What follows belongs to an exercise in optimizing a design on an open flow for small area, a short achievable clock period and few clock cycles; a production flow would make more cautious choices. In this exercise RTL edits were held to simulation tests only and were not proved equivalent to the original. Power and IR drop assume default switching activity.

// cfc
module cfc (
    input  wire         clk,
    input  wire         rst,            
    input  wire         cmd_valid,
    output wire         cmd_ready,
    input  wire [7:0]   cmd_word,
    input  wire         cmd_fmt,        
    input  wire [31:0]  cmd_id,         
    input  wire         cmd_rtr,
    input  wire [3:0]   cmd_dlc,
    input  wire [3:0]   cmd_len,
    input  wire [63:0]  cmd_data,
    input  wire [7:0]   cmd_mode,       
    input  wire [103:0] cmd_image,      
    input  wire [7:0]   cmd_byte,       
    input  wire [31:0]  cmd_cls,        
    input  wire [7:0]   cmd_index,      
    output wire         rsp_valid,
    output wire [3:0]   rsp_result,
    output wire         rsp_frame_some,
    output wire         rsp_fmt,
    output wire [28:0]  rsp_id,
    output wire         rsp_rtr,
    output wire [3:0]   rsp_dlc,
    output reg  [63:0]  rsp_data,
    output wire [103:0] rsp_image,
    output reg  [12:0]  rsp_image_wr,
    output wire [11:0]  rsp_status,
    output wire [7:0]   rsp_mode,
    output wire         rsp_ecc_cap_some,
    output wire [7:0]   rsp_ecc_cap,
    output wire         rsp_alc_cap_some,
    output wire [7:0]   rsp_alc_cap,
    output wire [1:0]   rsp_ecc_errc,
    output wire         rsp_ecc_dir,
    output wire [4:0]   rsp_ecc_seg,
    output wire [4:0]   rsp_ecc_name,
    output wire [4:0]   rsp_alc_bitno,
    output wire [1:0]   rsp_alc_field,
    output wire [4:0]   rsp_alc_idbit,
    output wire [1:0]   rsp_cls,
    output wire [7:0]   rsp_byte,
    output wire         ev_valid,
    output reg  [1:0]   ev_kind,        
    output wire [11:0]  ev_status,
    output wire         ev_completed,
    output wire         cs,
    output wire         bus_req,
    output reg          bus_we,
    output reg  [6:0]   bus_addr,
    output reg  [7:0]   bus_wdata,
    input  wire         bus_ready,
    input  wire [7:0]   bus_rdata,
    input  wire         bus_noresp,
    output wire         reset_pulse
);
    localparam [3:0] OP_TRANSMIT    = 4'h1,
                     OP_TRANSMIT_SS = 4'h2,
                     OP_ABORT       = 4'h3,
  ...
export LEC_CHECK = 0
export ABC_AREA = 1
export CAP_MARGIN = 20
export CORE_MARGIN = 2
export CORE_UTILIZATION = 40
export SETUP_SLACK_MARGIN = 5
export SLEW_MARGIN = 20
create_clock -name core_clock -period 8.0 [get_ports {clk}]
standard.sh (not shown) runs the stock make flow with config.mk's settings and CLKGATE_MAP_FILE= SYNTH_SCRIPT=/design/flow/synth_recipe.tcl, a recipe that flattens the netlist after the stock synthesis.
==> flow/flow/run.sh <==
#!/bin/bash
# Layout flow: the standard flow (standard.sh, unchanged synthesis),
# with the port buffers made of sky130_fd_sc_hd__buf_2 cells.
set -o pipefail
export BUFFER_PORTS_ARGS="-buffer_cell sky130_fd_sc_hd__buf_2"
bash standard.sh > standard.log 2>&1
The starting point finished with timing, DRC and antenna clean.
Testbench counts at the start, summed over its fixed seeds: cycles 93,800.
Then changed:
--- a/flow/config.mk
+++ b/flow/config.mk
@@ -8 +7,0 @@
-export ABC_AREA = 1
@@ -12 +11 @@
-export SETUP_SLACK_MARGIN = 5
+export SETUP_SLACK_MARGIN = 4.5
The changed run ran to the end with no violations.
Sequential power stays flat.
Setup slack degrades by 0.46 ns.
Power goes down by 5.9%.
First-iteration DRC count goes down by 32%.
Combinational power goes down by 10%.
Core utilization goes down by 2.3 points.
Clock power goes down by about 9%.
Design area goes down by 4.0%.
Flip-flop and latch count stays the same.
Register-to-register slack degrades by 0.45 ns.
Then changed:
--- a/flow/config.mk
+++ b/flow/config.mk
@@ -11 +11 @@
-export SETUP_SLACK_MARGIN = 4.5
+export SETUP_SLACK_MARGIN = 5
Worst hold slack is about the same.
Via count increases by 0.50%.
Sequential power barely changes.
Total power decreases by 0.77%.
Wire length increases by 0.53%.
Synthesized cell count stays the same.
Final cell count increases by 0.35%.
Synthesized area stays the same.
Then changed:
==> flow/flow/run.sh (replaced) <==
#!/bin/bash
# Layout flow: the standard flow (standard.sh, unchanged synthesis),
# with the port buffers made of sky130_fd_sc_hd__buf_2 cells and the timing
# repair aiming at a setup slack margin of 5.5 ns.
set -o pipefail
export BUFFER_PORTS_ARGS="-buffer_cell sky130_fd_sc_hd__buf_2"
sed 's/SETUP_SLACK_MARGIN=[0-9.]*/SETUP_SLACK_MARGIN=5.5/' standard.sh > standard_m.sh
bash standard_m.sh > standard.log 2>&1
What happened: The new run produced a clean layout; die area stays the same; final cell count rises by 7.3%; synthesized cell count is unchanged; worst setup slack gains 0.062 ns.

-- static timing again, ports no longer ideal --
How much do the figures lean on ideal ports? The routed layouts below were timed once more, with nothing changed but the port constraints. Step 1 (the two cells are an assumption about what drives the block):
set clk [get_ports {clk}]
set_driving_cell -lib_cell sky130_fd_sc_hd__clkbuf_16 $clk
set_driving_cell -lib_cell sky130_fd_sc_hd__buf_2 [delete_from_list [all_inputs] $clk]
Step 2 adds t to the input delays and takes it off the output delays; t is the mean of the earliest and latest rising clock arrival at the registers after step 1. Input paths then give back, and output paths get back, about the clock's delay inside the block. Slacks: no drivers / after step 1 / after step 2; pairs: no drivers / after step 1.
run	t (ns)	slack for setup (ns)	worst setup path at the end
the first run	0.621	4.986 / 4.929 / 4.443	input to register
the second run	0.587	4.524 / 4.499 / 3.961	input to register
the third run	0.594	4.932 / 4.878 / 4.371	input to register
the fourth run	0.601	4.994 / 4.999 / 4.411	input to register
After both steps every run listed still meets setup and hold. The setup slack of the fourth run, which loses most, moves by +0.005 ns with the drivers and by -0.583 ns with both steps.
